Context: an optimization exercise on an open-source flow, tuned for small area, a short achievable clock period and few clock cycles per item. The choices shown serve that exercise and are no tape-out recipe.
The RTL was checked by simulation tests, not by an equivalence proof against the original design.

== oak ==
==> flow/design.v <==
module pfor_unpack (
    input  wire        clk,
    input  wire        rst,           
    input  wire        cmd_valid,
    output wire        cmd_ready,
    input  wire [5:0]  cmd_b,         
    input  wire [7:0]  cmd_cexcept,   
    input  wire        cmd_delta,     
    input  wire        cmd_restart,   
    input  wire        w_valid,
    output wire        w_ready,
    input  wire [31:0] w_data,
    input  wire        x_valid,
    output wire        x_ready,
    input  wire [6:0]  x_pos,
    input  wire [31:0] x_res,
    output wire        o_valid,
    input  wire        o_ready,
    output wire [31:0] o_data
);
    reg         crdy, wrdy, xrdy;
    reg  [31:0] wd;              
    reg         wf;
    reg  [31:0] xr;              
    reg  [6:0]  xp;
    reg         xf;
    reg         act;             
    reg         fa;              
    reg  [5:0]  bq;
    reg  [7:0]  xl;              
    reg         xnz;             
    reg         hit;             
    reg         dq;
    reg         rq;              
    reg         pz;              
    reg  [6:0]  idx;
    reg         last;            
    reg  [4:0]  om;
    reg         nw;              
    reg  [4:0]  omn;             
    reg         nwn;             
    reg  [1:0]  slip;            
    reg         al;              
    reg  [31:1] r0, r1, r2, r3;
    reg  [31:0] u;
    reg         uv, ub, ud;
    reg  [31:0] acc;             
    reg  [31:0] out;
    reg         ov;
    reg  [31:0] sk;              
    reg         sv;
    wire [62:0] f5    = {wd, r0};
    wire [46:0] f4    = om[4] ? f5[62:16] : f5[46:0];
    wire [38:0] f3    = om[3] ? f4[46:8]  : f4[38:0];
    wire [34:0] f2    = om[2] ? f3[38:4]  : f3[34:0];
    wire [32:0] f1    = om[1] ? f2[34:2]  : f2[32:0];
    wire [31:0] field = om[0] ? f1[32:1]  : f1[31:0];
    wire [31:0] mask  = bq[5] ? 32'hFFFFFFFF : ~(32'hFFFFFFFF << bq[4:0]);
    wire [31:0] p0    = bq[0] ? {xr[30:0], 1'b0}  : xr;
    wire [31:0] p1    = bq[1] ? {p0[29:0], 2'b0}  : p0;
    wire [31:0] p2    = bq[2] ? {p1[27:0], 4'b0}  : p1;
    wire [31:0] p3    = bq[3] ? {p2[23:0], 8'b0}  : p2;
    wire [31:0] p4    = bq[4] ? {p3[15:0], 16'b0} : p3;
    wire [31:0] uval  = (field & mask) | (hit ? p4 : 32'd0);
    wire [4:0]  s_om  = om + bq[4:0];                        
    wire [5:0]  s2    = {1'b0, omn} + {1'b0, bq[4:0]};
    wire        fb    = uv & !sv;
    wire [31:0] sa    = acc & {32{ub}};
    wire [31:0] kg0 = sa & u, kp0 = sa ^ u;
    wire [31:0] kg1, kp1, kg2, kp2, kg3, kp3, kg4, kp4, kg5, kp5;
    genvar gi;
    generate
        for (gi = 0; gi < 32; gi = gi + 1) begin : pfx
            if (gi % 2 == 1) begin
                assign kg1[gi] = kg0[gi] | (kp0[gi] & kg0[gi-1]);
                assign kp1[gi] = kp0[gi] & kp0[gi-1];
            end else begin
                assign kg1[gi] = kg0[gi];
                assign kp1[gi] = kp0[gi];
            end
            if (gi % 4 >= 2) begin
                assign kg2[gi] = kg1[gi] | (kp1[gi] & kg1[gi - gi%4 + 1]);
                assign kp2[gi] = kp1[gi] & kp1[gi - gi%4 + 1];
            end else begin
                assign kg2[gi] = kg1[gi];
                assign kp2[gi] = kp1[gi];
            end
            if (gi % 8 >= 4) begin
                assign kg3[gi] = kg2[gi] | (kp2[gi] & kg2[gi - gi%8 + 3]);
                assign kp3[gi] = kp2[gi] & kp2[gi - gi%8 + 3];
            end else begin
                assign kg3[gi] = kg2[gi];
                assign kp3[gi] = kp2[gi];
            end
            if (gi % 16 >= 8) begin
                assign kg4[gi] = kg3[gi] | (kp3[gi] & kg3[gi - gi%16 + 7]);
                assign kp4[gi] = kp3[gi] & kp3[gi - gi%16 + 7];
            end else begin
                assign kg4[gi] = kg3[gi];
                assign kp4[gi] = kp3[gi];
            end
            if (gi >= 16) begin
                assign kg5[gi] = kg4[gi] | (kp4[gi] & kg4[15]);
            end else begin
                assign kg5[gi] = kg4[gi];
            end
        end
    endgenerate
    wire [31:0] sum   = kp0 ^ {kg5[30:0], 1'b0};
    wire        ofree = !ov | o_ready;
    wire        nb     = cmd_valid & crdy;
    wire        lane3  = fa & (idx[1:0] == 2'd3);
    wire        xuse   = fa & hit;
    wire        c_last = fa ? (idx == 7'd126) : last;
    wire        c_xnz  = xuse ? (xl != 8'd1) : xnz;
    wire        c_nw   = lane3 ? nwn : nw;
    wire [1:0]  c_slip = (act & !fa) ? slip + 2'd1 : slip;
    wire        d_wf   = !wrdy | w_valid;
    wire        d_xf   = (xrdy & x_valid) | (xf & !xuse);
    wire        d_act  = !crdy | cmd_valid;
    wire [6:0]  d_idx  = crdy ? 7'd0 : fa ? idx + 7'd1 : idx;
    wire        d_last = !crdy & c_last;
    wire [7:0]  d_xl   = crdy ? cmd_cexcept : xuse ? xl - 8'd1 : xl;
    wire        d_xnz  = crdy ? (cmd_cexcept != 8'd0) : c_xnz;
    wire [4:0]  d_om   = crdy ? 5'd31 : lane3 ? omn : om;
    wire        d_nw   = crdy ? (cmd_b != 6'd0) : c_nw;
    wire [1:0]  d_slip = crdy ? 2'd0 : c_slip;
    wire        d_al   = (d_slip == 2'd0);
    wire        d_hit  = d_xnz & (xrdy ? (x_valid & (x_pos == d_idx))
                                       : (xf & !xuse & (xp == d_idx)));
    wire        d_uv   = fa | (uv & sv);
    wire        d_sv   = ov & !o_ready & (sv | uv);
    wire        d_go   = !(d_uv & d_sv);
    wire        d_fa   = crdy ? (cmd_valid & (d_wf | (cmd_b == 6'd0))
                                  & (d_xf | (cmd_cexcept == 8'd0)) & d_go)
                              : ((c_slip == 2'd0) & (!c_nw | d_wf) & (!c_xnz | d_xf) & d_go);
    assign cmd_ready = crdy;
    assign w_ready   = wrdy;
    assign x_ready   = xrdy;
    assign o_valid   = ov;
    assign o_data    = out;
    always @(posedge clk) begin
        if (!wf | (fa & nw)) wd <= w_data;
        if (!xf | xuse) begin
            xr <= x_res;
            xp <= x_pos;
        end
        if (crdy) begin
            bq <= cmd_b;
            dq <= cmd_delta;
        end
        idx  <= d_idx;
        xl   <= d_xl;
        xnz  <= d_xnz;
        om   <= d_om;
        nw   <= d_nw;
        slip <= d_slip;
        al   <= d_al;
        last <= d_last;
        omn  <= s_om;
        nwn  <= s2[5] | bq[5];
        r0 <= r1;
        r1 <= r2;
        r2 <= r3;
        r3 <= (fa & nw) ? wd[31:1] : r0;
        if (fa) begin
            u  <= uval;
            ub <= dq & !rq;
            ud <= dq;
        end
        if (fb & ud) acc <= sum;
        if (ofree) out <= sv ? sk : sum;
        if (ov & !sv & !o_ready) sk <= sum;
        if (rst) begin
            crdy <= 1'b1;
            wrdy <= 1'b1;
            xrdy <= 1'b1;
            wf   <= 1'b0;
            xf   <= 1'b0;
            act  <= 1'b0;
            fa   <= 1'b0;
            hit  <= 1'b0;
            pz   <= 1'b1;
            uv   <= 1'b0;
            ov   <= 1'b0;
            sv   <= 1'b0;
        end else begin
            crdy <= crdy ? !cmd_valid : (c_last & d_fa);
            wrdy <= !d_wf | (d_nw & d_fa);
            xrdy <= !d_xf | (d_hit & d_fa);
            wf   <= d_wf;
            xf   <= d_xf;
            act  <= d_act;
            fa   <= d_fa;
            hit  <= d_hit;
            if (nb) begin
                rq <= cmd_restart | pz;
                pz <= !cmd_delta & (cmd_restart | pz);
            end else if (fa) begin
                rq <= 1'b0;
            end
            uv <= d_uv;
            sv <= d_sv;
            if (ofree) ov <= sv | fb;
        end
    end
endmodule
clock: 10.0 ns
lec_check: 0
cap_margin: 20
core_margin: 2
core_utilization: 40
place_density: 0.6
slew_margin: 20
standard.sh (not shown) runs the stock make flow with config.mk's settings and CLKGATE_MAP_FILE= SYNTH_SCRIPT=/design/flow/synth_recipe.tcl, a recipe that flattens the netlist after the stock synthesis.
==> flow/flow/run.sh <==
#!/bin/bash
# Standard ORFS layout (the standard.sh), with these knobs changed:
#  - timing repair aims at a setup slack of 6.8 ns, i.e. paths of about 3.2 ns
#    instead of the 10 ns clock, so the resizer actually speeds the design up;
#  - ports are buffered with buf_1 instead of the default delay-cell buffer;
#  - clock tree: clkbuf_8 sink-cluster buffers, clusters of at most 20 sinks
#    within 40 um, no dummy loads.
# The make output goes to standard.log; ORFS writes each step's log under orfs/logs.
set -euo pipefail
bash standard.sh SETUP_SLACK_MARGIN=6.8 \
  'BUFFER_PORTS_ARGS=-buffer_cell sky130_fd_sc_hd__buf_1' \
  'CTS_ARGS=-sink_clustering_enable -repair_clock_nets -sink_clustering_size 20 -sink_clustering_max_diameter 40 -dont_use_dummy_load -sink_clustering_buffer sky130_fd_sc_hd__clkbuf_8' \
  finish > standard.log 2>&1
Testbench counts of oak, summed over its fixed seeds: cycles 49,176, items 384.
diff inputs: oak => pine
--- a/flow/design.v
+++ b/flow/design.v
@@ -51,9 +51,21 @@
     reg         sv;
     wire [62:0] f5    = {wd, r0};
-    wire [46:0] f4    = om[4] ? f5[62:16] : f5[46:0];
-    wire [38:0] f3    = om[3] ? f4[46:8]  : f4[38:0];
-    wire [34:0] f2    = om[2] ? f3[38:4]  : f3[34:0];
-    wire [32:0] f1    = om[1] ? f2[34:2]  : f2[32:0];
-    wire [31:0] field = om[0] ? f1[32:1]  : f1[31:0];
+    reg  [38:0] f3;
+    reg  [32:0] f1;
+    always @* begin
+        case (om[4:3])
+            2'd0: f3 = f5[38:0];
+            2'd1: f3 = f5[46:8];
+            2'd2: f3 = f5[54:16];
+            default: f3 = f5[62:24];
+        endcase
+        case (om[2:1])
+            2'd0: f1 = f3[32:0];
+            2'd1: f1 = f3[34:2];
+            2'd2: f1 = f3[36:4];
+            default: f1 = f3[38:6];
+        endcase
+    end
+    wire [31:0] field = om[0] ? f1[32:1] : f1[31:0];
     wire [31:0] mask  = bq[5] ? 32'hFFFFFFFF : ~(32'hFFFFFFFF << bq[4:0]);
     wire [31:0] p0    = bq[0] ? {xr[30:0], 1'b0}  : xr;
@@ -171,5 +183,5 @@
         if (fb & ud) acc <= sum;
         if (ofree) out <= sv ? sk : sum;
-        if (ov & !sv & !o_ready) sk <= sum;
+        if (!sv) sk <= sum;
         if (rst) begin
             crdy <= 1'b1;
Results
Changes observed in pine relative to oak: largest fanout on the critical path saw an increase; number of buffers and inverters on the critical path fell 1; wire length -about 2.7%; routed length on met2 went down; per-cell via count in the routed design saw an increase. Leading cell type in the layout, fill and taps excluded = sky130_fd_sc_hd__edfxtp_1: oak; leading cell type in the layout, fill and taps excluded = sky130_fd_sc_hd__dfxtp_1: pine. Delta (pine minus oak): starting density of the core fell 0.21 points; proportion of cell area occupied by multi-input gates closely matched the old numbers. In the tables for oak and pine, total of plain and repair buffers excluding clock buffers reads lower with oak.
Testbench counts of pine, summed over its fixed seeds: cycles 49,176, items 384.

==> afterwards: timing with drivers on the ports <==
Ports are ideal in the flow. The routed layouts listed here were re-timed in OpenROAD.
Step 1, drivers: a clkbuf_16 drives clk and a buf_2 each remaining input, both assumed.
Step 2 adds t to the input delays and takes it off the output delays; t is the mean of the earliest and latest rising clock arrival at the registers after step 1. Input paths then give back, and output paths get back, about the clock's delay inside the block.
a / b / c = ideal / step 1 / step 2; a / b = the first two.
| run | shift t [ns] | setup WS [ns] | clock arrival spread, ns |
|---|---|---|---|
| oak | 0.589 | 6.890 / 6.831 / 6.422 | 0.068 / 0.068 |
| pine | 0.568 | 6.750 / 6.750 / 6.424 | 0.069 / 0.069 |
After both steps every run listed still meets setup and hold. For oak, which loses most, drivers alone change the setup slack by -0.059 ns; drivers and shift together by -0.468 ns.
